Source: an optimization exercise on an open RTL-to-GDS flow (aim: small area, a short achievable clock period and few clock cycles per item). Production flows keep margins and buffers that such runs may drop. In this exercise RTL edits were held to simulation tests only and were not proved equivalent to the original. Power and IR drop assume default switching activity.

--- design/flow/config.mk ---
export PLATFORM = sky130hd
export DESIGN_NAME = modbus_master
export DESIGN_NICKNAME = modbus_master
export VERILOG_FILES = /design/flow/design.v
export SDC_FILE = /design/flow/constraint.sdc
export NUM_CORES = 4
export LEC_CHECK = 0
export CAP_MARGIN = 20
export CORE_MARGIN = 2
export CORE_UTILIZATION = 55
export CTS_CLUSTER_DIAMETER = 75
export CTS_CLUSTER_SIZE = 30
export PLACE_DENSITY = 0.7
export SETUP_SLACK_MARGIN = 5
export SLEW_MARGIN = 20
--- design/flow/constraint.sdc ---
create_clock -name core_clock -period 9.0 [get_ports {clk}]
set_input_delay 1.8000 -clock core_clock [delete_from_list [all_inputs] [get_ports {clk}]]
set_output_delay 1.8000 -clock core_clock [all_outputs]
set_load 0.01 [all_outputs]
--- design/flow/design.v ---
module modbus_master #(
    parameter COUNT_MAX = 125
) (
    input  wire        clk,
    input  wire        rst,           
    input  wire        req_valid,
    output wire        req_ready,
    input  wire [7:0]  req_slave,
    input  wire [15:0] req_addr,
    input  wire [15:0] req_count,
    output wire        tx_valid,
    input  wire        tx_ready,
    output wire [7:0]  tx_data,
    input  wire        rx_valid,
    output wire        rx_ready,
    input  wire [7:0]  rx_data,
    input  wire        tmo,
    output wire        res_valid,
    input  wire        res_ready,
    output wire [15:0] res_data,
    output wire [2:0]  res_status,
    output wire        res_last
);
    localparam [2:0] ST_OK        = 3'd0,
                     ST_TIMEOUT   = 3'd1,
                     ST_CRC16     = 3'd2,
                     ST_ADDR_FUNC = 3'd3,
                     ST_LENGTH    = 3'd4,
                     ST_REFUSED   = 3'd5;
    localparam NW = 125;            
    localparam QD = 4;              
    localparam QB = 2;              
    reg  [7:0]  g;                  
    reg  [6:0]  p;                  
    reg         idle;               
    reg         frz;                
    reg  [7:0]  slave;
    reg  [15:0] addr;
    reg  [6:0]  count;
    reg         big;                
    reg  [6:0]  acount;             
    reg         rdy_q;
    reg         refp;               
    reg         txv;
    reg  [7:0]  txd;
    reg  [2:0]  txc;
    reg  [15:0] crc;
    reg         inwin;              
    reg         rxr;
    reg  [1:0]  hdr;                
    reg  [8:0]  left;               
    reg         par;                
    reg  [7:0]  rxd_q;              
    reg         vq;
    reg         qb0, qb1, qb2, qhi, qlo, qc0, qc1;
    reg         tq;                 
    reg         bad_af, bad_len, bad_crc;
    reg  [7:0]  hb;                 
    reg         w0;                 
    reg  [7:0]  tgtm;               
    reg  [6:0]  s0m;                
    reg  [8:0]  iage;               
    reg  [2:0]  q_st  [0:QD-1];
    reg  [6:0]  q_cnt [0:QD-1];
    reg  [6:0]  q_s0  [0:QD-1];
    reg  [QB-1:0] qwp, qrp;
    reg  [QD-1:0] q_v;              
    reg         rd_act;             
    reg  [2:0]  rd_st;
    reg  [6:0]  rd_rem;             
    reg  [6:0]  x;                  
    reg  [8:0]  dage;               
    reg         dsat;
    reg         rv;
    reg  [15:0] rdat;
    reg  [2:0]  rstat;
    reg         rlast;
    wire req_hs = req_valid && rdy_q;
    wire tx_hs  = txv && tx_ready;
    wire rx_hs  = rx_valid && rxr;
    reg  [16*NW-1:0] ring;
    wire [15:0] rword = ring[x*16 +: 16];
    wire        we = vq && qlo;
    always @(posedge clk)
        ring <= {ring[16*(NW-1)-1:0], we ? {hb, rxd_q} : ring[16*NW-1 -: 16]};
    wire [7:0] crc_in = inwin ? rxd_q : txd;
    reg [15:0] crc_next;
    integer k, qi;
    always @(*) begin
        crc_next = crc ^ {8'h00, crc_in};
        for (k = 0; k < 8; k = k + 1)
            crc_next = crc_next[0] ? ((crc_next >> 1) ^ 16'hA001) : (crc_next >> 1);
    end
    wire       fin = vq && qc1;
    wire [2:0] fin_st = (bad_crc || rxd_q != crc[15:8]) ? ST_CRC16 :
                        bad_af  ? ST_ADDR_FUNC :
                        bad_len ? ST_LENGTH : ST_OK;
    wire       room = !(&q_v);
    wire       push = fin || ((tq || refp) && room);
    wire [2:0] push_st = tq ? ST_TIMEOUT : refp ? ST_REFUSED : fin_st;
    wire [6:0] push_cnt = (fin && fin_st == ST_OK) ? acount : 7'd0;
    wire [QD-1:0] q_has;
    genvar gi;
    generate for (gi = 0; gi < QD; gi = gi + 1) begin : g_has
        assign q_has[gi] = q_v[gi] && (q_cnt[gi] != 7'd0);
    end endgenerate
    wire dv = (rd_act && rd_rem != 7'd0) || (|q_has);
    wire cur_lo  = (hdr == 2'd3) && (left > 9'd2) && par;
    wire cur_hi  = (hdr == 2'd3) && (left > 9'd2) && !par;
    wire al      = (vq && qlo) || (w0 ? g[0] : (g == tgtm));
    wire guard   = dv && (dsat || dage >= 2*NW - 10);
    wire lo_blk  = !al || guard;
    wire last_now = (left == 9'd1);
    wire last_nxt = rx_hs ? (left == 9'd2) : last_now;
    wire fin_blk  = !room || tq || refp;
    wire tmo_hit = inwin && tmo && !(rx_hs && last_now);
    wire win_end = inwin && (tmo_hit || (rx_hs && last_now));
    wire rdw_c = rd_act && rd_rem != 7'd0;        
    wire rds_c = rd_act && rd_rem == 7'd0;        
    wire free  = !rv || res_ready;
    wire rd_word = free && rdw_c;
    wire qne   = |q_v;
    wire pop   = qne && (!rd_act || (rds_c && free));
    wire [7:0] xs = {1'b0, p} - {1'b0, q_s0[qrp]};
    wire [6:0] xl = xs[7] ? xs[6:0] + NW : xs[6:0];
    wire [6:0] x_m1 = (x == 7'd0) ? NW - 1 : x - 7'd1;
    wire [6:0] x_p1 = (x == NW - 1) ? 7'd0 : x + 7'd1;
    wire res_done = rv && res_ready && rlast;
    always @(posedge clk) begin
        if (rst) begin
            g <= 8'd0; p <= 7'd0;
            idle <= 1'b1; frz <= 1'b0; rdy_q <= 1'b0; refp <= 1'b0;
            txv <= 1'b0;
            inwin <= 1'b0; rxr <= 1'b0; tq <= 1'b0;
            w0 <= 1'b1;
            qwp <= 0; qrp <= 0; q_v <= 0;
            rd_act <= 1'b0; rv <= 1'b0;
        end else begin
            g <= (g == 2*NW - 1) ? 8'd0 : g + 8'd1;
            p <= (p == NW - 1) ? 7'd0 : p + 7'd1;
            rdy_q <= ((idle && !(req_hs && !big)) || win_end) &&
                     req_valid && !frz && !req_hs && !(refp && !(room && !tq)) &&
                     !(tq && !room) && !(win_end && tmo_hit);
            if (req_hs && big)
                refp <= 1'b1;
            else if (refp && room && !tq)
                refp <= 1'b0;
            if (req_hs && !big) begin
                idle <= 1'b0;
                frz  <= 1'b1;
                txv  <= 1'b1;
            end
            if (vq && qb0) frz <= 1'b0;
            if (win_end && tmo_hit) frz <= 1'b0;
            if (tx_hs && txc == 3'd7) begin
                txv   <= 1'b0;
                inwin <= 1'b1;
                rxr   <= 1'b1;
                w0    <= 1'b1;
            end
            if (inwin) begin
                if (win_end) begin
                    inwin <= 1'b0;
                    rxr   <= 1'b0;
                    idle  <= 1'b1;
                    tq    <= tmo_hit;
                end else begin
                    rxr <= !(((rx_hs ? cur_hi : cur_lo) && lo_blk) || (last_nxt && fin_blk));
                end
            end
            if (tq && room) tq <= 1'b0;
            if (we) w0 <= 1'b0;
            if (push) qwp <= qwp + 1'b1;
            if (pop) qrp <= qrp + 1'b1;
            for (qi = 0; qi < QD; qi = qi + 1) begin
                if (push && qwp == qi) q_v[qi] <= 1'b1;
                else if (pop && qrp == qi) q_v[qi] <= 1'b0;
            end
            if (pop)
                rd_act <= 1'b1;
            else if (rds_c && free)
                rd_act <= 1'b0;
            if (free)
                rv <= rd_act;
        end
    end
    always @(posedge clk) begin
        if (!frz) begin
            slave <= req_slave;
            addr  <= req_addr;
            count <= req_count[6:0];
            big   <= (req_count > COUNT_MAX);
        end
        if (req_hs && !big)
            acount <= count;
        if (!frz)
            txd <= req_slave;
        else if (tx_hs) begin
            case (txc)
                3'd0: txd <= 8'h03;
                3'd1: txd <= addr[15:8];
                3'd2: txd <= addr[7:0];
                3'd3: txd <= 8'h00;
                3'd4: txd <= {1'b0, count};
                3'd5: txd <= crc_next[7:0];
                3'd6: txd <= crc[15:8];
                default: ;
            endcase
        end
        if (req_hs)
            txc <= 3'd0;
        else if (tx_hs)
            txc <= txc + 3'd1;
        if ((req_hs && !big) || (tx_hs && txc == 3'd7))
            crc <= 16'hFFFF;
        else if ((tx_hs && txc < 3'd6) || (vq && !qc0 && !qc1))
            crc <= crc_next;
        if (tx_hs && txc == 3'd7) begin
            hdr  <= 2'd0;
            left <= 9'd5 + {1'b0, acount, 1'b0};
            par  <= 1'b0;
        end else if (rx_hs) begin
            left <= left - 9'd1;
            if (hdr != 2'd3) hdr <= hdr + 2'd1;
            else par <= !par;
        end
        rxd_q <= rx_data;
        vq    <= rx_hs;
        qb0 <= (hdr == 2'd0);
        qb1 <= (hdr == 2'd1);
        qb2 <= (hdr == 2'd2);
        qhi <= cur_hi;
        qlo <= cur_lo;
        qc0 <= (hdr == 2'd3) && (left == 9'd2);
        qc1 <= (hdr == 2'd3) && (left == 9'd1);
        if (tx_hs && txc == 3'd7) begin
            bad_af <= 1'b0; bad_len <= 1'b0; bad_crc <= 1'b0;
        end else if (vq) begin
            if (qb0 && rxd_q != slave) bad_af <= 1'b1;
            if (qb1 && rxd_q != 8'h03) bad_af <= 1'b1;
            if (qb2 && rxd_q != {acount, 1'b0}) bad_len <= 1'b1;
            if (qc0 && rxd_q != crc[7:0]) bad_crc <= 1'b1;
        end
        if (vq && qhi) hb <= rxd_q;
        if (we) tgtm <= g;
        if (we && w0) s0m <= p;
        iage <= (we && w0) ? 9'd0 : (iage == 9'h1FF) ? iage : iage + 9'd1;
        if (push) begin
            q_st[qwp]  <= push_st;
            q_cnt[qwp] <= push_cnt;
            q_s0[qwp]  <= s0m;
        end
        if (pop) begin
            rd_st  <= q_st[qrp];
            rd_rem <= q_cnt[qrp];
        end else if (rd_word)
            rd_rem <= rd_rem - 7'd1;
        x <= pop ? xl : rd_word ? x_m1 : x_p1;
        if (free) begin
            rdat  <= rword;
            rstat <= rdw_c ? ST_OK : rd_st;
            rlast <= !rdw_c;
        end
        if (!dv) begin
            dage <= iage + 9'd1;
            dsat <= (iage == 9'h1FF);
        end else begin
            if (dage == 9'h1FF) dsat <= 1'b1;
            if (rd_word && !dsat) dage <= (dage == 9'd0) ? 9'd0 : dage - 9'd1;
            else if (dage != 9'h1FF) dage <= dage + 9'd1;
        end
    end
    assign req_ready  = rdy_q;
    assign tx_valid   = txv;
    assign tx_data    = txd;
    assign rx_ready   = rxr;
    assign res_valid  = rv;
    assign res_data   = rdat;
    assign res_status = rstat;
    assign res_last   = rlast;
endmodule
--- design/flow/run.sh ---
#!/bin/bash
# synth_recipe.tcl (not shown) runs the flow's synth.tcl, then flattens the netlist and writes it again
# the make line also repeats each setting of config.mk as NAME=value (left out here)
make -C /OpenROAD-flow-scripts/flow DESIGN_CONFIG=/design/flow/config.mk WORK_HOME=/design/flow/orfs CLKGATE_MAP_FILE= SYNTH_SCRIPT=/design/flow/synth_recipe.tcl finish
==> impl_metrics.sql, run 1 <==
INSERT INTO impl_metrics (metric_group, metric, value, unit) VALUES
('outcome', 'run_status', 'finished clean', ''),
('worst_setup_path', 'critical_path_peak_fanout', '111', ''),
('floorplanning', 'starting_density_of_the_core', '55.2', '%'),
('logic_synthesis', 'synth.top_cells.by_area', 'sky130_fd_sc_hd__dfxtp_1 61%, sky130_fd_sc_hd__mux4_2 19%, sky130_fd_sc_hd__edfxtp_1 8.1%, sky130_fd_sc_hd__mux2i_1 1.1%, sky130_fd_sc_hd__ha_1 0.80%', ''),
('placement', 'place.gp.congestion', '0.800', ''),
('clocking', 'clock_tree_root_driver_cell', 'sky130_fd_sc_hd__clkbuf_16', ''),
('worst_setup_path', 'criticalPathCategory', 'reg2reg', ''),
('worst_setup_path', 'critPathRequiredTime', '9.43', 'ns'),
('layout', 'area_growth', '7.48', '%'),
('sta', 'fin_max_slew_vios', '0', ''),
('placement', 'dp_worst_setup_slack', '3.95', 'ns'),
('logic_synthesis', 'postSynth.asyncResetShare', '0', '%'),
('sta', 'max-slew-margin-rel', '27.8', '%'),
('routing', 'route.vias.total', '32913', ''),
('routing', 'ant_nets', '0', ''),
('routing', 'wl_per_cell', '21.4', 'um'),
('sta', 'rsz0062_at_grt', 'true', ''),
('clocking', 'insertion_delay', '0.71', 'ns'),
('layout', 'layout.cells.most_common_list', '2,085 x sky130_fd_sc_hd__dfxtp_1, 585 x sky130_fd_sc_hd__mux4_2, 187 x sky130_fd_sc_hd__edfxtp_1, 122 x sky130_fd_sc_hd__nand2_1, 108 x sky130_fd_sc_hd__nor2_1', ''),
('sta', 'timing.clock.skew', '0.0264', 'ns'),
('worst_setup_path', 'cp-start-kind', 'flip-flop', ''),
('floorplanning', 'coreArea', '125000', 'sq um'),
('sta', 'setup-tns-final', '0', 'ns'),
('clocking', 'cts_tree', 'done', ''),
('placement', 'dp_hpwl', '76300', 'um'),
('sta', 'timing.final.hold_violations', '0', ''),
('clocking', 'cts_inserted_buffers', '91', ''),
('worst_setup_path', 'worst_setup_path_end_kind', 'flip-flop', ''),
('logic_synthesis', 'synth.net_count', '4246', ''),
('sta', 'fmax', '254', 'MHz'),
('logic_synthesis', 'fraction_of_the_yosys_area_taken_by_sequential_cells', '68.8', '%'),
('logic_synthesis', 'synth.lib_cells_used.distinct', '75', ''),
('layout', 'mostFrequentLayoutCell', 'sky130_fd_sc_hd__dfxtp_1', ''),
('grt', 'pin_count_of_the_biggest_net_entering_global_routing', '124', ''),
('routing', 'route.final.wire_length', '126000', 'um'),
('power', 'irDropWorstVdd', '349', 'uV'),
('clocking', 'ctsHoldBuffers', '0', ''),
('layout', 'num-fill-cells', '9389', ''),
('routing', 'post-route-drc-count', '0', ''),
('worst_setup_path', 'cp_data_arrival_time', '4.37', 'ns'),
('floorplanning', 'floorplan.rows', '130', ''),
('layout', 'final_nets', '4261', ''),
('floorplanning', 'chipHeight', '358', 'um'),
('clocking', 'clk_pin_slew', '0.11', 'ns'),
('sta', 'report.final.setup_viol', '0', ''),
('grt', 'vias_in_the_first_global_route', '33935', ''),
('sta', 'post-route-period-util', '43.8', '%'),
('clocking', 'cts_max_path_buffers', '3', ''),
('floorplanning', 'fp.dieW', '358', 'um'),
('logic_synthesis', 'postSynthCellCount', '4146', ''),
('logic_synthesis', 'synth_edf_count', '187', ''),
('power', 'powerDensity', '260', 'nW/um^2'),
('logic_synthesis', 'yosys_warn_count', '1', ''),
('sta', 'worst_slew_pin_slew', '1.08', 'ns'),
('sta', 'finalWorstSetupSlack', '5.06', 'ns'),
('routing', 'dr.first_iter.drc_count', '2577', ''),
('grt', 'global_route.usage.total', '19.8', '%'),
('layout', 'post_route_cells_drive_above_1_share', '19.4', '%'),
('clocking', 'tritoncts_num_sinks', '2280', ''),
('flow_run', 'max_cap_violations', '0', ''),
('clocking', 'ctsHtreeMaxLevel', '3', ''),
('hold_path', 'worst_hold_path_type', 'reg2reg', ''),
('sta', 'finalCriticalPeriod', '3.94', 'ns'),
('sta', 'fin_worst_hold_slack', '0.331', 'ns'),
('routing', 'detail_route.first_pass.iterations', '5', ''),
('logic_synthesis', 'most_common_flop_cell_mapped_by_yosys', 'sky130_fd_sc_hd__dfxtp_1', ''),
('placement', 'placedCellCount', '5717', ''),
('logic_synthesis', 'synth.avg_cell_area', '16.7', 'sq um'),
('logic_synthesis', 'synth.largest_area_cell', 'sky130_fd_sc_hd__dfxtp_1', ''),
('logic_synthesis', 'top_cell_type_s_share_of_synthesized_area', '60.6', '%'),
('floorplanning', 'floorplan.die_area', '128000', 'sq um');
-- worst max-delay path, cell delays in order, from the launching register on --
cell	delay, ns
sky130_fd_sc_hd__dfxtp_4	0.80
sky130_fd_sc_hd__buf_16	0.49
sky130_fd_sc_hd__clkbuf_8	0.60
sky130_fd_sc_hd__mux4_2	0.40
sky130_fd_sc_hd__mux4_2	0.48
sky130_fd_sc_hd__and2_1	0.17
sky130_fd_sc_hd__a211o_1	0.28
sky130_fd_sc_hd__o211ai_1	0.12
sky130_fd_sc_hd__a22oi_1	0.12
-- registers in the layout, indices dropped and copies added, names as in the netlist, 12 cells and up, named ones only --
signal  count
addr       16
q_s0       28
crc        16
q_cnt      28
q_st       12
ring     2000
rdat       16
-- logic make-up (layout without fill, tap and decap cells) --
logic type / count (synthesis) / in the layout / share of synthesized area (%)
buffers and inverters: 260 / 326 / 1.96
multiplexers: 693 / 693 / 20.8
XOR/XNOR: 117 / 117 / 1.58
other: 0 / 4 / 0
adder cells (fa/ha/maj): 46 / 46 / 0.840
AO/OA/AOI/OAI: 332 / 332 / 3.18
flip-flops: 2280 / 2280 / 68.8
AND/OR/NAND/NOR: 418 / 418 / 2.86
-- stage by stage --
step	cell area [sq um]	total power (W)	utilization, %
2_1_floorplan	69100	0.0134	-
6_report	74300	0.0193	59.4
3_5_place_dp	71300	0.0145	57.0
4_1_cts	74200	0.0195	59.3
5_1_grt	74200	0.0201	59.4
3_3_place_gp	71300	0.0145	57.0
-- cells in the mapped netlist (8+ instances only) --
cell type,n
sky130_fd_sc_hd__nand3_1,46
sky130_fd_sc_hd__o22ai_1,11
sky130_fd_sc_hd__inv_1,45
sky130_fd_sc_hd__mux2i_1,74
sky130_fd_sc_hd__buf_4,27
sky130_fd_sc_hd__mux4_2,585
sky130_fd_sc_hd__a22oi_1,31
sky130_fd_sc_hd__buf_6,23
sky130_fd_sc_hd__nor2b_1,17
sky130_fd_sc_hd__clkbuf_1,75
sky130_fd_sc_hd__ha_1,44
sky130_fd_sc_hd__nor3_1,21
sky130_fd_sc_hd__or2_2,8
sky130_fd_sc_hd__and2_1,23
sky130_fd_sc_hd__nand4_1,13
sky130_fd_sc_hd__nor4_1,15
sky130_fd_sc_hd__dfxtp_1,2093
sky130_fd_sc_hd__a221oi_1,19
sky130_fd_sc_hd__edfxtp_1,187
sky130_fd_sc_hd__a22o_1,15
sky130_fd_sc_hd__xor2_1,49
sky130_fd_sc_hd__nand2_1,123
sky130_fd_sc_hd__mux2_2,29
sky130_fd_sc_hd__o211ai_1,8
sky130_fd_sc_hd__a21oi_1,81
sky130_fd_sc_hd__a211oi_1,14
sky130_fd_sc_hd__buf_2,69
sky130_fd_sc_hd__nor2_1,112
sky130_fd_sc_hd__a31oi_1,16
sky130_fd_sc_hd__and3_1,12
sky130_fd_sc_hd__o21ai_0,72
sky130_fd_sc_hd__xnor2_1,62
sky130_fd_sc_hd__buf_1,17
-- timing repair --
action,CTS,global route
endpoints found under the hold margin,0,0
resized for setup,5,4
setup endpoints to repair,24,10
buffers inserted,1,0
-- layout make-up --
cell class | instances | area, sq um | share of cell area, %
Antenna cell | 4 | 10.0 | 0.0135
Clock buffer | 118 | 2550 | 3.43
Clock inverter | 26 | 292 | 0.393
Inverter | 48 | 183 | 0.246
Multi-Input combinational cell | 1606 | 20300 | 27.3
Sequential cell | 2280 | 47500 | 64.0
Tap cell | 1650 | 2060 | 2.78
Timing Repair Buffer | 134 | 1350 | 1.82
-- metal layers --
metal | routed length, um | track usage, % | part of all wire [%]
met1 | 60600 | 29.9 | 48
met2 | 56700 | 30.5 | 45
met3 | 5700 | 2.86 | 4.5
met4 | 2430 | 4.46 | 1.9
met5 | 0 | 0 | 0
-- path summary, 6_finish.rpt --
| path | to | slack, ns | start | cells after the start |
|---|---|---|---|---|
| setup / recovery | rdat[7] | 5.06 | x[1] | 8 |
| hold reg to reg | ring[1497] | 0.33 | ring[1481] | 0 |
| hold / removal | ring[1497] | 0.33 | ring[1481] | 0 |
| setup reg to reg | rdat[7] | 5.06 | x[1] | 8 |
-- report_power, final --
group,internal (W),total [W],switching (W)
clock,0.00210,0.00513,0.00303
sequential,0.0103,0.0106,0.000260
combinational,0.00146,0.00365,0.00219
Testbench counts, summed over its fixed seeds: cycles 16,705, transactions 320.
==> run 2: changes to the inputs <==
==> design/flow/flow/run.sh (new file) <==
#!/bin/bash
set -euo pipefail
bash standard.sh SETUP_SLACK_MARGIN=5.6 finish > orfs_make.log 2>&1
==> design/flow/standard.sh (new file) <==
#!/bin/bash
# synth_recipe.tcl (not shown) runs the flow's synth.tcl, then flattens the netlist and writes it again
# the make line also repeats each setting of config.mk as NAME=value (left out here)
make -C /OpenROAD-flow-scripts/flow DESIGN_CONFIG=/design/flow/config.mk WORK_HOME=/design/flow/orfs CLKGATE_MAP_FILE= SYNTH_SCRIPT=/design/flow/synth_recipe.tcl "${@:-finish}"
--- a/design/flow/config.mk
+++ b/design/flow/config.mk
@@ -11,5 +11,4 @@
 export CTS_CLUSTER_DIAMETER = 75
 export CTS_CLUSTER_SIZE = 30
 export PLACE_DENSITY = 0.7
-export SETUP_SLACK_MARGIN = 5
 export SLEW_MARGIN = 20
removed: design/flow/run.sh
==> run 2 against run 1 <==
Compared with the run above: clock power grew 4.9%; global-route usage down 0.069 points; via count is 0.30% lower; synthesized cell count stayed put; register-to-register slack improved by 0.64 ns; fmax up 19%; synthesized area is the same; largest cell class unchanged; still clean.
==> impl_metrics.sql, run 2 <==
INSERT INTO impl_metrics (metric_group, metric, value, unit) VALUES
('outcome', 'run_status', 'finished clean', ''),
('grt', 'initial_antenna_violation_count', '2', ''),
('floorplanning', 'fp.dieW', '358', 'um'),
('clocking', 'tritoncts_num_sinks', '2280', ''),
('sta', 'timing.clock.skew', '0.0291', 'ns'),
('layout', 'regMostFlops', 'ring', ''),
('routing', 'ant_nets', '0', ''),
('logic_synthesis', 'synth-compound-area-share', '3.18', '%'),
('placement', 'place.gp.congestion', '0.805', ''),
('layout', 'biggestRegsByFlops', 'ring (2000), q_cnt (28), q_s0 (28)', ''),
('clocking', 'ctsHtreeMaxLevel', '3', ''),
('placement', 'placedCellCount', '5716', ''),
('logic_synthesis', 'fraction_of_the_yosys_area_taken_by_sequential_cells', '68.8', '%'),
('power', 'irDropWorstVdd', '218', 'uV'),
('floorplanning', 'coreArea', '125000', 'sq um'),
('logic_synthesis', 'most_common_flop_cell_mapped_by_yosys', 'sky130_fd_sc_hd__dfxtp_1', ''),
('flow_run', 'max_cap_violations', '0', ''),
('routing', 'route.vias.total', '32815', ''),
('logic_synthesis', 'muxShareOfSynthArea', '20.8', '%'),
('hold_path', 'timing.hold.worst_path_depth', '0', ''),
('grt', 'grt_remaining_overflow', '0', ''),
('worst_setup_path', 'regToRegEndpoint', 'rdat[12]', ''),
('logic_synthesis', 'area_of_the_mapped_netlist', '69100', 'sq um'),
('layout', 'mostFrequentLayoutCell', 'sky130_fd_sc_hd__dfxtp_1', ''),
('logic_synthesis', 'yosys_warn_count', '1', ''),
('sta', 'setup-tns-final', '0', 'ns'),
('logic_synthesis', 'postSynth.asyncResetShare', '0', '%'),
('layout', 'final_nets', '4276', ''),
('clocking', 'clock_tree_root_driver_cell', 'sky130_fd_sc_hd__clkbuf_16', ''),
('sta', 'rsz0062_at_grt', 'true', ''),
('layout', 'post_route_cells_drive_above_1_share', '20.2', '%'),
('worst_setup_path', 'worst-path-buf-inv', '1', ''),
('logic_synthesis', 'flip_flop_and_latch_count_after_synthesis', '2280', ''),
('worst_setup_path', 'crit_chain', 'dlygate4sd2_1', ''),
('grt', 'first_pass_grt_wire_length', '197000', 'um'),
('logic_synthesis', 'synthSimpleGateAreaFrac', '2.86', '%'),
('power', 'powerDensity', '263', 'nW/um^2'),
('sta', 'timing.final.hold_violations', '0', ''),
('routing', 'dr.first_iter.drc_count', '2408', ''),
('layout', 'final-instance-count-excl-fill', '5886', ''),
('worst_setup_path', 'setup.reg_to_reg.worst_slack', '5.70', 'ns'),
('floorplanning', 'chipHeight', '358', 'um'),
('logic_synthesis', 'synthXorXnorAreaFrac', '1.58', '%'),
('layout', 'max_ffs_per_register', '2000', ''),
('floorplanning', 'floorplan.rows', '130', ''),
('worst_setup_path', 'timing.critical_path.slowest_cell_delay', '0.49', 'ns'),
('layout', 'area_growth', '8.25', '%'),
('logic_synthesis', 'synth_most_common_cell', 'sky130_fd_sc_hd__dfxtp_1', ''),
('power', 'design_power_total', '0.0197', 'W'),
('logic_synthesis', 'top_cell_type_s_share_of_synthesized_area', '60.6', '%'),
('hold_path', 'min_from', 'ring[543]', ''),
('placement', 'dp_worst_setup_slack', '4.37', 'ns'),
('logic_synthesis', 'synth.largest_area_cell', 'sky130_fd_sc_hd__dfxtp_1', ''),
('worst_setup_path', 'reg2reg_from', 'x[0]', ''),
('routing', 'route.detailed.vias_per_inst', '5.58', ''),
('clocking', 'insertion_delay', '0.70', 'ns'),
('routing', 'detail_route.first_pass.iterations', '5', ''),
('placement', 'placement.io_buffers', '86', ''),
('hold_path', 'worst_hold_path_type', 'reg2reg', ''),
('power', 'power.static_leakage', '27.8', 'nW'),
('worst_setup_path', 'critical_path_peak_fanout', '1', ''),
('layout', 'num-fill-cells', '9231', ''),
('clocking', 'clk_pin_slew', '0.11', 'ns'),
('sta', 'post-route-period-util', '36.9', '%'),
('worst_setup_path', 'r2r_cells', '7', ''),
('worst_setup_path', 'cp_data_arrival_time', '1.52', 'ns'),
('sta', 'finalCriticalPeriod', '3.32', 'ns'),
('worst_setup_path', 'critical_path.top_delay_family', 'flip-flops', ''),
('clocking', 'cts_max_path_buffers', '3', ''),
('logic_synthesis', 'synth.top_cells.by_count', '2,093 x sky130_fd_sc_hd__dfxtp_1, 585 x sky130_fd_sc_hd__mux4_2, 187 x sky130_fd_sc_hd__edfxtp_1, 123 x sky130_fd_sc_hd__nand2_1, 112 x sky130_fd_sc_hd__nor2_1', ''),
('logic_synthesis', 'synth.net_count', '4246', ''),
('sta', 'worst_slew_pin_slew', '1.15', 'ns'),
('routing', 'wl_per_cell', '21.4', 'um'),
('placement', 'dp_hpwl', '75800', 'um'),
('sta', 'finalWorstSetupSlack', '5.68', 'ns'),
('logic_synthesis', 'synth.lib_cells_used.distinct', '75', ''),
('logic_synthesis', 'synth_edf_count', '187', ''),
('clocking', 'cts_tree', 'done', ''),
('floorplanning', 'num_io_pins', '87', ''),
('floorplanning', 'starting_density_of_the_core', '55.2', '%'),
('worst_setup_path', 'critPathRequiredTime', '7.20', 'ns'),
('logic_synthesis', 'arithmetic_cell_share_of_the_synthesized_area_counting_full_adders_half_adders_and_majority_gates', '0.840', '%'),
('clocking', 'cts_inserted_buffers', '95', ''),
('logic_synthesis', 'synth.top_cells.by_area', 'sky130_fd_sc_hd__dfxtp_1 61%, sky130_fd_sc_hd__mux4_2 19%, sky130_fd_sc_hd__edfxtp_1 8.1%, sky130_fd_sc_hd__mux2i_1 1.1%, sky130_fd_sc_hd__ha_1 0.80%', ''),
('sta', 'fmax', '301', 'MHz'),
('worst_setup_path', 'criticalPathCategory', 'reg2out', ''),
('routing', 'route.final.wire_length', '126000', 'um'),
('logic_synthesis', 'postSynthCellCount', '4146', ''),
('grt', 'vias_in_the_first_global_route', '34013', ''),
('sta', 'fin_max_slew_vios', '0', ''),
('logic_synthesis', 'synth_top_family_by_area', 'multiplexers', ''),
('sta', 'max-slew-margin-rel', '22.7', '%'),
('grt', 'pin_count_of_the_biggest_net_entering_global_routing', '139', ''),
('sta', 'report.final.setup_viol', '0', ''),
('hold_path', 'hold-path-endpoint', 'ring[559]', ''),
('worst_setup_path', 'crit_slowest_cell', 'sky130_fd_sc_hd__edfxtp_1', ''),
('worst_setup_path', 'cp-start-kind', 'flip-flop', ''),
('floorplanning', 'floorplan.die_area', '128000', 'sq um'),
('worst_setup_path', 'timing.critical_path.depth', '1', ''),
('layout', 'layout.cells.most_common_list', '2,082 x sky130_fd_sc_hd__dfxtp_1, 585 x sky130_fd_sc_hd__mux4_2, 187 x sky130_fd_sc_hd__edfxtp_1, 122 x sky130_fd_sc_hd__nand2_1, 108 x sky130_fd_sc_hd__nor2_1', ''),
('logic_synthesis', 'synth.avg_cell_area', '16.7', 'sq um'),
('sta', 'fin_worst_hold_slack', '0.320', 'ns'),
('grt', 'global_route.usage.total', '19.7', '%'),
('worst_setup_path', 'worst_setup_path_end_kind', 'output port', ''),
('routing', 'post-route-drc-count', '0', '');
[run 2: cell counts after synthesis]
No cell type changed its count.
[run 2: cells by family (layout without fill, tap and decap cells)]
kind of cell	count (synthesis)	count (layout)
xor gates and xnor gates	117	117
muxes	693	693
DFF	2280	2280
other	0	1
buffers and inverters	260	348
AOI/OAI and AO/OA	332	332
and+or+nand+nor	418	419
adders and majority gates	46	46
[run 2: power by group]
group	total [W]	switching (W)	internal [W]
Combinational	0.00374	0.00220	0.00154
Sequential	0.0106	0.000265	0.0103
Clock	0.00538	0.00310	0.00228
Total	0.0197	0.00556	0.0141
[run 2: timing repair]
action                     in CTS  in global routing
hold endpoints to repair        0                  0
setup buffers                   7                  1
setup endpoints to repair      86                 24
pin swaps                       1                  2
resized for setup              72                 22
hold buffers                    0                  0
cloned                          3                  2
[run 2: per-layer routing]
layer  vias to the layer above  track usage [%]  wire length [um]
met5                         -                0                 0
met4                         0             3.94              2200
met3                       133             3.15              5400
met2                       548             31.2             58100
met1                     16834             29.0             60300
li1                      15300                -                 -
[run 2: worst max path at each step]
stage                   start          end
floorplan           flip-flop         x[5]
global route        flip-flop         x[5]
CTS                      x[1]      rdat[8]
finish                rdat[9]  res_data[9]
detailed placement  res_ready      dage[4]
global placement    res_ready      dage[3]
[run 2: stage by stage]
step	utilization, %	area [sq um]
2_1_floorplan	-	69100
3_5_place_dp	57.0	71300
5_1_grt	59.8	74800
6_report	59.8	74800
3_3_place_gp	57.0	71300
4_1_cts	59.7	74700
[run 2: area by class of cell]
type                            instances  area (sq um)  share of cell area (%)
Tap cell                             1650          2060                    2.76
Inverter                               48           188                   0.251
Timing Repair Buffer                  144          1570                    2.10
Clock buffer                          116          2550                    3.41
Multi-Input combinational cell       1607         20300                    27.2
Antenna cell                            1          2.50                 0.00335
Sequential cell                      2280         47500                    63.6
Clock inverter                         40           557                   0.744
==> run 3: changes to the inputs <==
==> design/flow/flow/run.sh (replaced) <==
#!/bin/bash
set -euo pipefail
bash standard.sh SETUP_SLACK_MARGIN=5.9 finish > orfs_make.log 2>&1
==> run 3 against run 2 <==
Compared with the run above: still clean; register-to-register slack improved by 0.29 ns; die area unchanged; worst hold slack got worse by 0.0029 ns; critical path depth did not move; critical endpoint is now res_data[3]; highest routed layer unchanged.
==> impl_metrics.sql, run 3 <==
INSERT INTO impl_metrics (metric_group, metric, value, unit) VALUES
('outcome', 'run_status', 'finished clean', ''),
('routing', 'route.final.wire_length', '133000', 'um'),
('floorplanning', 'coreArea', '125000', 'sq um'),
('power', 'power.static_leakage', '28.2', 'nW'),
('layout', 'layout.core_utilization', '60.5', '%'),
('sta', 'timing.final.hold_violations', '0', ''),
('layout', 'final-instance-count-excl-fill', '5949', ''),
('flow_run', 'max_cap_violations', '0', ''),
('logic_synthesis', 'yosys_warn_count', '1', ''),
('power', 'power.switching', '0.00585', 'W'),
('logic_synthesis', 'synth.top_cells.by_area', 'sky130_fd_sc_hd__dfxtp_1 61%, sky130_fd_sc_hd__mux4_2 19%, sky130_fd_sc_hd__edfxtp_1 8.1%, sky130_fd_sc_hd__mux2i_1 1.1%, sky130_fd_sc_hd__ha_1 0.80%', ''),
('clocking', 'clk_pin_slew', '0.11', 'ns'),
('routing', 'ant_nets', '0', ''),
('floorplanning', 'chipHeight', '358', 'um'),
('layout', 'post_route_cells_drive_above_1_share', '22.5', '%'),
('power', 'irDropWorstVdd', '176', 'uV'),
('floorplanning', 'starting_density_of_the_core', '55.2', '%'),
('layout', 'max_ffs_per_register', '2000', ''),
('worst_setup_path', 'crit_start', 'rdat[3]', ''),
('sta', 'post-route-period-util', '36.3', '%'),
('layout', 'num-fill-cells', '9142', ''),
('logic_synthesis', 'most_common_flop_cell_mapped_by_yosys', 'sky130_fd_sc_hd__dfxtp_1', ''),
('floorplanning', 'fp.dieW', '358', 'um'),
('logic_synthesis', 'postSynth.asyncResetShare', '0', '%'),
('worst_setup_path', 'critPathRequiredTime', '7.20', 'ns'),
('worst_setup_path', 'crit_chain', 'buf_6', ''),
('power', 'design_power_total', '0.0202', 'W'),
('sta', 'max-slew-margin-rel', '35.0', '%'),
('sta', 'finalCriticalPeriod', '3.27', 'ns'),
('worst_setup_path', 'criticalPathCategory', 'reg2out', ''),
('grt', 'global_route.usage.total', '20.4', '%'),
('placement', 'dp_hpwl', '76500', 'um'),
('layout', 'final_nets', '4340', ''),
('clocking', 'insertion_delay', '0.72', 'ns'),
('logic_synthesis', 'synth.lib_cells_used.distinct', '75', ''),
('clocking', 'cts_inserted_buffers', '97', ''),
('floorplanning', 'floorplan.die_area', '128000', 'sq um'),
('sta', 'fin_max_slew_vios', '0', ''),
('layout', 'layout.cells.most_common_list', '2,078 x sky130_fd_sc_hd__dfxtp_1, 585 x sky130_fd_sc_hd__mux4_2, 187 x sky130_fd_sc_hd__edfxtp_1, 119 x sky130_fd_sc_hd__nand2_1, 114 x sky130_fd_sc_hd__clkbuf_16', ''),
('worst_setup_path', 'cp_data_arrival_time', '1.47', 'ns'),
('logic_synthesis', 'synth-compound-area-share', '3.18', '%'),
('logic_synthesis', 'synth_edf_count', '187', ''),
('hold_path', 'worst_hold_path_type', 'reg2reg', ''),
('logic_synthesis', 'area_of_the_mapped_netlist', '69100', 'sq um'),
('logic_synthesis', 'synth.top_cells.by_count', '2,093 x sky130_fd_sc_hd__dfxtp_1, 585 x sky130_fd_sc_hd__mux4_2, 187 x sky130_fd_sc_hd__edfxtp_1, 123 x sky130_fd_sc_hd__nand2_1, 112 x sky130_fd_sc_hd__nor2_1', ''),
('sta', 'fmax', '306', 'MHz'),
('grt', 'grt_remaining_overflow', '0', ''),
('routing', 'post-route-drc-count', '0', ''),
('logic_synthesis', 'fraction_of_the_yosys_area_taken_by_sequential_cells', '68.8', '%'),
('logic_synthesis', 'postSynthCellCount', '4146', ''),
('power', 'fraction_of_power_consumed_by_the_clock_network', '26.9', '%'),
('sta', 'setup-tns-final', '0', 'ns'),
('grt', 'vias_in_the_first_global_route', '34168', ''),
('hold_path', 'min_from', 'ring[1393]', ''),
('routing', 'detail_route.first_pass.iterations', '5', ''),
('power', 'power.sequential.fraction', '51.9', '%'),
('grt', 'first_pass_grt_wire_length', '202000', 'um'),
('logic_synthesis', 'synth.largest_area_cell', 'sky130_fd_sc_hd__dfxtp_1', ''),
('logic_synthesis', 'synth_most_common_cell', 'sky130_fd_sc_hd__dfxtp_1', ''),
('power', 'powerDensity', '267', 'nW/um^2'),
('worst_setup_path', 'critical_path_peak_fanout', '1', ''),
('worst_setup_path', 'worst-path-buf-inv', '1', ''),
('sta', 'rsz0062_at_grt', 'true', ''),
('worst_setup_path', 'timing.critical_path.slowest_cell_delay', '0.55', 'ns'),
('power', 'power.share.switching', '29.0', '%'),
('clocking', 'cts_max_path_buffers', '3', ''),
('worst_setup_path', 'crit_slowest_cell', 'sky130_fd_sc_hd__edfxtp_1', ''),
('clocking', 'clock_tree_root_driver_cell', 'sky130_fd_sc_hd__clkbuf_16', ''),
('clocking', 'ctsHtreeMaxLevel', '3', ''),
('logic_synthesis', 'synth.avg_cell_area', '16.7', 'sq um'),
('sta', 'fin_worst_hold_slack', '0.317', 'ns'),
('logic_synthesis', 'synthXorXnorAreaFrac', '1.58', '%'),
('sta', 'worst_slew_pin_slew', '0.974', 'ns'),
('sta', 'timing.clock.skew', '0.0376', 'ns'),
('logic_synthesis', 'synthSimpleGateAreaFrac', '2.86', '%'),
('clocking', 'tritoncts_num_sinks', '2280', ''),
('clocking', 'cts_tree', 'done', ''),
('logic_synthesis', 'arithmetic_cell_share_of_the_synthesized_area_counting_full_adders_half_adders_and_majority_gates', '0.840', '%'),
('placement', 'placement.io_buffers', '86', ''),
('logic_synthesis', 'top_cell_type_s_share_of_synthesized_area', '60.6', '%'),
('floorplanning', 'floorplan.rows', '130', ''),
('floorplanning', 'num_io_pins', '87', ''),
('routing', 'route.vias.total', '33668', ''),
('routing', 'wl_per_cell', '22.4', 'um'),
('logic_synthesis', 'synth_top_family_by_area', 'multiplexers', ''),
('logic_synthesis', 'synth.net_count', '4246', ''),
('layout', 'mostFrequentLayoutCell', 'sky130_fd_sc_hd__dfxtp_1', ''),
('logic_synthesis', 'muxShareOfSynthArea', '20.8', '%'),
('sta', 'report.final.setup_viol', '0', ''),
('layout', 'biggestRegsByFlops', 'ring (2000), q_cnt (28), q_s0 (28)', ''),
('grt', 'initial_antenna_violation_count', '4', ''),
('routing', 'dr.first_iter.drc_count', '2571', ''),
('placement', 'place.gp.congestion', '0.785', ''),
('routing', 'route.detailed.vias_per_inst', '5.66', ''),
('layout', 'regMostFlops', 'ring', ''),
('grt', 'pin_count_of_the_biggest_net_entering_global_routing', '90', ''),
('layout', 'area_growth', '9.53', '%'),
('placement', 'placedCellCount', '5716', ''),
('logic_synthesis', 'flip_flop_and_latch_count_after_synthesis', '2280', ''),
('power', 'power_frac_comb', '21.2', '%'),
('worst_setup_path', 'critical_path.top_delay_family', 'flip-flops', ''),
('worst_setup_path', 'cp-start-kind', 'flip-flop', ''),
('worst_setup_path', 'worst_setup_path_end_kind', 'output port', ''),
('power', 'internal-power', '0.0143', 'W');
run 3: cell count changes in the layout (fill, tap and decap cells not counted), moves of 6 or more:
| cell | delta |
|---|---|
| sky130_fd_sc_hd__inv_6 | +6 |
| sky130_fd_sc_hd__buf_16 | +9 |
| sky130_fd_sc_hd__clkbuf_16 | +15 |
| sky130_fd_sc_hd__buf_4 | +49 |
| sky130_fd_sc_hd__dlygate4sd2_1 | -24 |
| sky130_fd_sc_hd__bufinv_16 | -6 |
| sky130_fd_sc_hd__buf_2 | +21 |
run 3: worst paths after layout:
path | endpoint | slack, ns | depth (start not counted)
worst max-delay path | res_data[3] | 5.73 | 1
worst min-delay path | ring[1409] | 0.32 | 0
worst max register to register | x[6] | 5.99 | 11
worst min register to register | ring[1409] | 0.32 | 0
run 3: kinds of logic (layout without fill, tap and decap cells):
logic type / count (synthesis) / after routing
and+or+nand+nor: 418 / 418
adders and majority gates: 46 / 46
buffers and inverters: 260 / 411
other: 0 / 1
DFF: 2280 / 2280
xor gates and xnor gates: 117 / 117
muxes: 693 / 693
AOI/OAI and AO/OA: 332 / 333
run 3: final cells by class:
type / count / area (sq um) / area share [%]
flip-flops and latches: 2280 / 47500 / 62.8
multi-input cells: 1607 / 20400 / 27.0
clock buffers: 123 / 2740 / 3.61
repair buffers: 205 / 2280 / 3.01
well taps: 1650 / 2060 / 2.73
clock inverters: 34 / 433 / 0.572
inverters: 48 / 196 / 0.260
repair inverters: 1 / 8.76 / 0.0116
diodes: 1 / 2.50 / 0.00331
run 3: power groups by stage:
stage	clock [W]	sequential (W)	combinational, W
4_1_cts	0.00555	0.0105	0.00408
5_1_grt	0.00589	0.0105	0.00454
3_3_place_gp	0	0.0108	0.00366
3_5_place_dp	0	0.0108	0.00366
2_1_floorplan	0	0.0106	0.00286
6_report	0.00542	0.0105	0.00427
run 3: routing by layer:
layer  GRT usage, %  up-vias  wire length, um
met5              0        -                0
met3           3.42      186             6240
met2           31.2      679            60200
met4           5.31        0             3470
met1           30.4    17308            63400
li1               -    15495                -
run 3: repair_timing:
action	CTS	global route
hold buffers	0	0
pin swaps	2	4
cloned	6	10
buffers inserted	33	26
setup endpoints to repair	109	62
resized for setup	203	30
run 3: through the flow:
step | cell area, sq um | setup WS [ns]
global placement | 71300 | 4.87
finish | 75700 | 5.73
floorplan | 69200 | 5.81
detailed placement | 71400 | 4.85
CTS | 75100 | 5.69
global route | 75700 | 5.65
==> run 4: changes to the inputs <==
--- a/design/flow/config.mk
+++ b/design/flow/config.mk
@@ -7,8 +7,8 @@
 export LEC_CHECK = 0
 export CAP_MARGIN = 20
 export CORE_MARGIN = 2
-export CORE_UTILIZATION = 55
+export CORE_UTILIZATION = 80
 export CTS_CLUSTER_DIAMETER = 75
 export CTS_CLUSTER_SIZE = 30
-export PLACE_DENSITY = 0.7
+export PLACE_DENSITY = 0.88
 export SLEW_MARGIN = 20
==> run 4 against run 3 <==
Compared with the run above: synthesized area did not move; flip-flop and latch count did not move; sequential share of layout area rose by 1.2 points; cell count fell by 9.3%; sequential power barely moved; clock power fell by 8.9%; fmax fell by 2.1%; highest routed layer is now met5; critical path type unchanged; combinational power rose by 1%; register-to-register slack got worse by 0.26 ns; largest power group unchanged; non-clock buffer count fell by 14.
==> impl_metrics.sql, run 4 <==
INSERT INTO impl_metrics (metric_group, metric, value, unit) VALUES
('outcome', 'run_status', 'finished clean', ''),
('sta', 'rsz0062_at_grt', 'true', ''),
('logic_synthesis', 'top_cell_type_s_share_of_synthesized_area', '60.6', '%'),
('grt', 'vias_in_the_first_global_route', '39547', ''),
('logic_synthesis', 'most_common_flop_cell_mapped_by_yosys', 'sky130_fd_sc_hd__dfxtp_1', ''),
('layout', 'max_ffs_per_register', '2000', ''),
('power', 'power.static_leakage', '27.8', 'nW'),
('floorplanning', 'fp.dieW', '298', 'um'),
('clocking', 'clock_tree_root_driver_cell', 'sky130_fd_sc_hd__clkbuf_16', ''),
('worst_setup_path', 'criticalPathCategory', 'reg2out', ''),
('floorplanning', 'num_io_pins', '87', ''),
('routing', 'ant_nets', '0', ''),
('clocking', 'cts_max_path_buffers', '3', ''),
('worst_setup_path', 'worst-path-buf-inv', '1', ''),
('logic_synthesis', 'fraction_of_the_yosys_area_taken_by_sequential_cells', '68.8', '%'),
('grt', 'pin_count_of_the_biggest_net_entering_global_routing', '74', ''),
('grt', 'grt_remaining_overflow', '0', ''),
('worst_setup_path', 'crit_chain', 'buf_6', ''),
('placement', 'dp_worst_setup_slack', '4.64', 'ns'),
('sta', 'report.final.setup_viol', '0', ''),
('routing', 'wl_per_cell', '32.3', 'um'),
('worst_setup_path', 'critPathRequiredTime', '7.20', 'ns'),
('worst_setup_path', 'regToRegEndpoint', 'x[5]', '');
==> run 4: routing by layer <==
metal  track usage (%)  vias up  share of wire (%)
met5                 0        -              0.033
met4              20.8        8                6.8
met3              5.95      741                7.9
met2              63.5     2412                 50
met1              48.6    19209                 35
li1                  -    15360                  -
==> run 4: timing repair <==
action / CTS / global route
gates cloned: 9 / 3
pin swaps: 4 / 12
setup buffers: 36 / 20
gates resized for setup: 194 / 38
hold buffers: 0 / 0
endpoints found under the setup margin: 113 / 69
==> run 4: logic make-up after synthesis <==
logic type,synth area share [%]
AOI/OAI and AO/OA,3.18
adders and majority gates,0.840
xor gates and xnor gates,1.58
DFF,68.8
buffers and inverters,1.96
muxes,20.8
and+or+nand+nor,2.86
==> run 4: where the power goes <==
part | switching (W) | total [W] | internal (W)
clock | 0.00307 | 0.00494 | 0.00187
sequential | 0.000179 | 0.0105 | 0.0103
combinational | 0.00259 | 0.00433 | 0.00173
==> run 4: worst max-delay path by stage <==
| stage | start | endpoint | cells past startpoint |
|---|---|---|---|
| global placement | res_ready | x[5] | 6 |
| floorplan | flip-flop | x[5] | 12 |
| detailed placement | res_ready | rd_rem[3] | 6 |
| finish | rdat[10] | res_data[10] | 1 |
| CTS | rdat[10] | res_data[10] | 1 |
| global route | rdat[10] | res_data[10] | 1 |
==> run 4: layout make-up <==
type                       instances  share of cell area (%)
inverter                          48                   0.263
tap                             1144                    1.93
sequential                      2280                    64.0
clock inverter                    10                   0.212
timing repair inverter             1                  0.0118
timing repair buffer             191                    2.93
multi-input combinational       1607                    27.5
antenna                            2                 0.00674
clock buffer                     115                    3.10
==> run 4: through the flow <==
step | area, sq um | util [%] | instances | power (W)
6_report | 74300 | 87.0 | 5398 | 0.0197
5_1_grt | 74300 | 87.0 | 5396 | 0.0202
4_1_cts | 73900 | 86.5 | 5372 | 0.0194
3_5_place_dp | 70700 | 82.7 | 5202 | 0.0143
3_3_place_gp | 70700 | 82.7 | 5202 | 0.0143
2_1_floorplan | 69200 | - | 4146 | 0.0134

==> port drivers added, routing unchanged <==
The results above use ideal ports. As a check the final layouts listed here were re-extracted and re-timed, cells and wires unchanged.
Step 1, drivers: a clkbuf_16 drives clk and a buf_2 each remaining input, both assumed.
Step 2 adds t to the input delays and takes it off the output delays; t is the mean of the earliest and latest rising clock arrival at the registers after step 1. Input paths then give back, and output paths get back, about the clock's delay inside the block.
a / b / c = no drivers / after step 1 / after step 2; a / b = the first two.
run | shift t [ns] | setup WS [ns] | worst setup path after step 2 | latest minus earliest clock arrival (ns)
run 1 | 0.771 | 5.057 / 5.057 / 4.463 | input to register | 0.029 / 0.030
run 2 | 0.768 | 5.682 / 5.610 / 4.991 | input to register | 0.044 / 0.043
run 3 | 0.764 | 5.734 / 5.665 / 5.192 | input to register | 0.051 / 0.051
run 4 | 0.768 | 5.664 / 5.588 / 5.230 | input to register | 0.041 / 0.042
After both steps setup and hold are still met in every run listed. The setup slack of run 2, which loses most, moves by -0.072 ns with the drivers and by -0.691 ns with both steps.
